Context: an optimization exercise on an open-source flow, tuned for small area, a short achievable clock period and few clock cycles. The choices shown serve that exercise and are no tape-out recipe. In this exercise RTL edits were held to simulation tests only and were not proved equivalent to the original. No activity file was given, so power comes from the tool's default toggle rates.

Setup of build 61:
## qr_frontend
module qr_frontend (
    input  wire       clk,
    input  wire       rst,
    input  wire       start,
    input  wire [5:0] version,
    output wire       busy,
    output wire       grid_re,
    output wire [7:0] grid_row,
    output wire [7:0] grid_col,
    input  wire       grid_bit,
    output reg        fmt_valid,
    output reg  [1:0] fmt_level,
    output reg  [2:0] fmt_mask,
    output reg  [4:0] fmt_fidx,
    output reg  [4:0] fmt_fdist,
    output reg        cw_valid,
    output reg  [7:0] cw_data
);
  localparam S_IDLE = 3'd0;
  localparam S_FMT  = 3'd1;    
  localparam S_SRCH = 3'd2;    
  localparam S_SCAN = 3'd3;
  localparam S_DR1  = 3'd4;
  localparam S_DR2  = 3'd5;
  localparam S_DR3  = 3'd6;
  localparam S_PRE  = 3'd7;    
  reg  [2:0] state;
  reg        busy_r;
  assign busy = busy_r;
  wire       st_idle = (state == S_IDLE);
  wire       st_fmt  = (state == S_FMT);
  wire       st_srch = (state == S_SRCH);
  wire       st_scan = (state == S_SCAN);
  wire       st_pre  = (state == S_PRE);
  reg  [5:0] ver;
  reg  [4:0] fk;
  reg  [7:0] ro;          
  reg  [7:0] g;           
  reg        re;          
  ...
Size: roughly 1300 cells after synthesis, ~140 flip-flops, about 53 I/O pins, roughly 0.011 mm² of cells after synthesis.
==> flow/config.mk <==
export PLATFORM = sky130hd
export DESIGN_NAME = qr_frontend
export DESIGN_NICKNAME = qr_frontend
export VERILOG_FILES = /design/flow/design.v
export SDC_FILE = /design/flow/constraint.sdc
export NUM_CORES = 4
export LEC_CHECK = 0
export CAP_MARGIN = 40
export CORE_MARGIN = 2
export CORE_UTILIZATION = 40
export PLACE_DENSITY = 0.6
export SLEW_MARGIN = 65
==> flow/constraint.sdc <==
create_clock -name core_clock -period 11.0 [get_ports {clk}]
set_input_delay 2.2000 -clock core_clock [delete_from_list [all_inputs] [get_ports {clk}]]
set_output_delay 2.2000 -clock core_clock [all_outputs]
set_load 0.01 [all_outputs]
standard.sh (not shown) runs the stock make flow with config.mk's settings and CLKGATE_MAP_FILE= SYNTH_SCRIPT=/design/flow/synth_recipe.tcl, a recipe that flattens the netlist after the stock synthesis.
==> flow/flow/run.sh <==
#!/bin/bash
set -euo pipefail
export BUFFER_PORTS_ARGS="-buffer_cell sky130_fd_sc_hd__buf_2"
bash standard.sh > standard_flow.log 2>&1
Build 61: full flow OK, the timing, design-rule and antenna checks passed
Testbench counts of build 61, summed over its fixed seeds: cycles 1,399,588.
## Diff of input files: build 12 against build 61
- CAP_MARGIN now 20, was 40
- SLEW_MARGIN now 50, was 65
==> comparison <==
Per the final summary, build 12 finished and its layout is clean on timing, DRC and antenna. Looking at via count of the routed design, build 12 sits 1.2% below build 61. Logic depth of the worst register-to-register path came out lower on build 12 than on build 61. Build 61 has a higher power share of the clock group than build 12.
Inputs modified between build 12 and build 37:
- SLEW_MARGIN: 50 -> 20
Findings:
- Build 37 did not stop at any stage, and its layout met the timing, design-rule and antenna checks.
- Build 12 did not stop at any stage, and its layout met the timing, design-rule and antenna checks.
- Build 37 vs. build 12: part of the total power dissipated in the clock network grew by 0.2 points, number of DRC violations after detailed-routing iteration 0 saw a decrease, setup slack shows no meaningful change, utilization shows a reduction of 0.33 points.


qr_frontend, a different RTL version from the one above (not shown whole).
Size in the first run: roughly 150 flip-flops, roughly 53 I/O pins.
// qr_frontend
module qr_frontend (
    input  wire       clk,
    input  wire       rst,
    input  wire       start,
    input  wire [5:0] version,
    output wire       busy,
    output wire       grid_re,
    output wire [7:0] grid_row,
    output wire [7:0] grid_col,
    input  wire       grid_bit,
    output reg        fmt_valid,
    output reg  [1:0] fmt_level,
    output reg  [2:0] fmt_mask,
    output reg  [4:0] fmt_fidx,
    output reg  [4:0] fmt_fdist,
    output reg        cw_valid,
    output reg  [7:0] cw_data
);
export LEC_CHECK = 0
export CAP_MARGIN = 20
export CORE_MARGIN = 2
export CORE_UTILIZATION = 60
export PLACE_DENSITY = 0.75
export SLEW_MARGIN = 20
create_clock -name core_clock -period 11.0 [get_ports {clk}]
Scripts as last shown in full above: flow/flow/run.sh
Testbench counts at the start, summed over its fixed seeds: cycles 1,399,588.
Rerun with:
- CORE_UTILIZATION: 60 -> 40
- PLACE_DENSITY: 0.75 -> 0.6
Effect:
- worst setup slack improves by 0.047 ns
- final area goes up by 2.0%
- power went up by 1.0%
- count of clock-buffer cells in the layout falls by 1
- fmax rose by 1.3%
- combinational power is about the same
Rerun with:
- CAP_MARGIN: 20 -> 90
- CORE_UTILIZATION: 40 -> 55
- PLACE_DENSITY: 0.6 -> 0.7
- SLEW_MARGIN: 20 -> 90
Result:
- This time the run never finished: it broke off in 3_5_place_dp on DPL-0038
- area after synthesis is unchanged
- synthesized cell count stays the same
Rerun with:
- CAP_MARGIN: 90 -> 80
- CORE_UTILIZATION: 55 -> 40
- PLACE_DENSITY: 0.7 -> 0.6
- SLEW_MARGIN: 90 -> 80
After rerunning: The changed run completed without violations. Area after synthesis does not change. Synthesized cell count is unchanged.


qr_frontend, a different RTL version from the one above (not shown whole).
Size in the first run: about 1300 cells after synthesis, about 150 flip-flops, about 53 I/O pins, roughly 11000 µm² of cells after synthesis.
export LEC_CHECK = 0
export CAP_MARGIN = 40
export CORE_MARGIN = 2
export CORE_UTILIZATION = 40
export PLACE_DENSITY = 0.6
export SLEW_MARGIN = 65
create_clock -name core_clock -period 11.0 [get_ports {clk}]
Scripts as last shown in full above: flow/flow/run.sh
The baseline produced a clean layout.
Testbench counts at the start, summed over its fixed seeds: cycles 1,399,588.
==> next run, changes <==
- CAP_MARGIN: 40 -> 25
- SLEW_MARGIN: 65 -> 60
The new run finished with timing, DRC and antenna clean.
Wire length falls by 1.3%.
Global-route usage shrinks by 0.28 points.
Count of clock-buffer cells in the layout is unchanged.
Sequential share of layout area increases by 0.39 points.
Via count fell by about 1.6%.
Clock skew came out higher by 0.0076 ns.
Hold slack improved by 0.0072 ns.
Non-clock buffer count decreases by 16.
Die area is unchanged.
Setup slack gets better by 0.015 ns.


build 11:
Another version of the RTL of qr_frontend (not shown whole).
Size: ~170 flip-flops, ~53 I/O pins, about 12000 um^2 of cells after synthesis.
export LEC_CHECK = 0
export CAP_MARGIN = 20
export CORE_MARGIN = 2
export CORE_UTILIZATION = 40
export PLACE_DENSITY = 0.6
export SLEW_MARGIN = 20
create_clock -name core_clock -period 11.0 [get_ports {clk}]
run.sh (not shown) runs the stock make flow with config.mk's settings and CLKGATE_MAP_FILE= SYNTH_SCRIPT=/design/flow/synth_recipe.tcl, a recipe that flattens the netlist after the stock synthesis.
Stock flow here: none of the scripts above is used.
Build 11 ended with every stage complete and zero timing, DRC or antenna violations.
Testbench counts of build 11, summed over its fixed seeds: cycles 1,399,396.
For build 89, these inputs were changed with respect to build 11:
==> flow/flow/run.sh (new file) <==
#!/bin/bash
set -euo pipefail
export BUFFER_PORTS_ARGS="-buffer_cell sky130_fd_sc_hd__buf_2"
bash standard.sh > standard_flow.log 2>&1
==> flow/standard.sh (new file) <==
#!/bin/bash
# synth_recipe.tcl (not shown) runs the flow's synth.tcl, then flattens the netlist and writes it again
# the make line also repeats each setting of config.mk as NAME=value (left out here)
make -C /OpenROAD-flow-scripts/flow DESIGN_CONFIG=/design/flow/config.mk WORK_HOME=/design/flow/orfs CLKGATE_MAP_FILE= SYNTH_SCRIPT=/design/flow/synth_recipe.tcl "${@:-finish}"
removed: flow/run.sh
Results
- Run comparison: build 11 first element of the critical path fmt_mask[1]; build 89 first element of the critical path state[1]
- In terms of worst-case clock skew, build 11 and build 89 differ only marginally.
- The sequential power was comparable across build 89 and build 11.
- Summary of build 89 over build 11: power of the clock network went up; sequential portion of the cell area saw an increase.
- Looking at cell area power density across build 89 and build 11, the one that comes out higher is build 89.
- Clock network fraction of design power, build 89 and build 11: smaller value in build 11
- ~same total number of vias in build 89 and build 11


qr_frontend, a different RTL version from the one above (not shown whole).
Size: about 150 flip-flops, ~53 I/O pins, roughly 11000 um^2 of cells after synthesis.
Settings: LEC_CHECK=0, CAP_MARGIN=40, CORE_MARGIN=2, CORE_UTILIZATION=55, PLACE_DENSITY=0.7, SLEW_MARGIN=65; clock period 11.0 ns.
standard.sh (not shown) runs the stock make flow with config.mk's settings and CLKGATE_MAP_FILE= SYNTH_SCRIPT=/design/flow/synth_recipe.tcl, a recipe that flattens the netlist after the stock synthesis.
==> flow/flow/run.sh <==
#!/bin/bash
set -euo pipefail
export BUFFER_PORTS_ARGS="-buffer_cell sky130_fd_sc_hd__buf_2"
bash standard.sh > standard_flow.log 2>&1
The baseline finished with timing, DRC and antenna clean.
Testbench counts at the start, summed over its fixed seeds: cycles 1,399,588.
Then changed:
- CAP_MARGIN: 40 -> 25
- CORE_UTILIZATION: 55 -> 40
- PLACE_DENSITY: 0.7 -> 0.6
- SLEW_MARGIN: 65 -> 60
The changed run completed without violations.
Final cell count goes up by 6.0%.
Sequential share of layout area barely changes.
Non-clock buffer count decreases by 12.
Then changed:
- CAP_MARGIN: 25 -> 40
- SLEW_MARGIN: 60 -> 65
=> Setup slack improved by 22 ps. Via count rose by about 0.44%. Non-clock buffer count rose by 11.

port drivers added, routing unchanged:
No port has a modelled driver above. Below, the same layouts with a new extraction and two added sets of constraints. Step 1 assumes that a clkbuf_16 drives the clock port and a buf_2 every other input. Step 2 also shifts input and output timing later by t, the mid clock arrival at the registers, as if the neighbouring blocks saw the same clock. a / b / c = ideal / step 1 / step 2; a / b = the first two.
| run | t (ns) | slack for setup (ns) | hold slack, ns |
|---|---|---|---|
| build 61 | 0.489 | 7.691 / 7.641 / 7.536 | 0.350 / 0.350 / 0.350 |
| build 12 | 0.486 | 7.641 / 7.633 / 7.523 | 0.350 / 0.350 / 0.350 |
| build 37 | 0.489 | 7.640 / 7.629 / 7.520 | 0.355 / 0.355 / 0.355 |
| the first run of note 2 | 0.481 | 7.283 / 7.283 / 7.283 | 0.336 / 0.336 / 0.336 |
| the second run of note 2 | 0.486 | 7.330 / 7.330 / 7.330 | 0.348 / 0.348 / 0.348 |
| the fourth run of note 2 | 0.484 | 7.584 / 7.584 / 7.584 | 0.348 / 0.348 / 0.348 |
| the first run of note 3 | 0.486 | 7.854 / 7.805 / 7.699 | 0.339 / 0.339 / 0.339 |
| the second run of note 3 | 0.476 | 7.869 / 7.822 / 7.693 | 0.346 / 0.346 / 0.346 |
| build 11 | 0.486 | 7.279 / 7.227 / 7.417 | 0.426 / 0.426 / 0.426 |
| build 89 | 0.484 | 7.262 / 7.262 / 7.262 | 0.430 / 0.430 / 0.430 |
| the first run of note 5 | 0.479 | 7.844 / 7.799 / 7.867 | 0.343 / 0.343 / 0.343 |
| the second run of note 5 | 0.481 | 7.854 / 7.800 / 7.879 | 0.344 / 0.344 / 0.344 |
| the third run of note 5 | 0.487 | 7.876 / 7.826 / 7.883 | 0.343 / 0.343 / 0.343 |
After both steps every run listed still meets setup and hold. For the second run of note 3, which loses most, drivers alone change the setup slack by -0.047 ns; drivers and shift together by -0.176 ns.
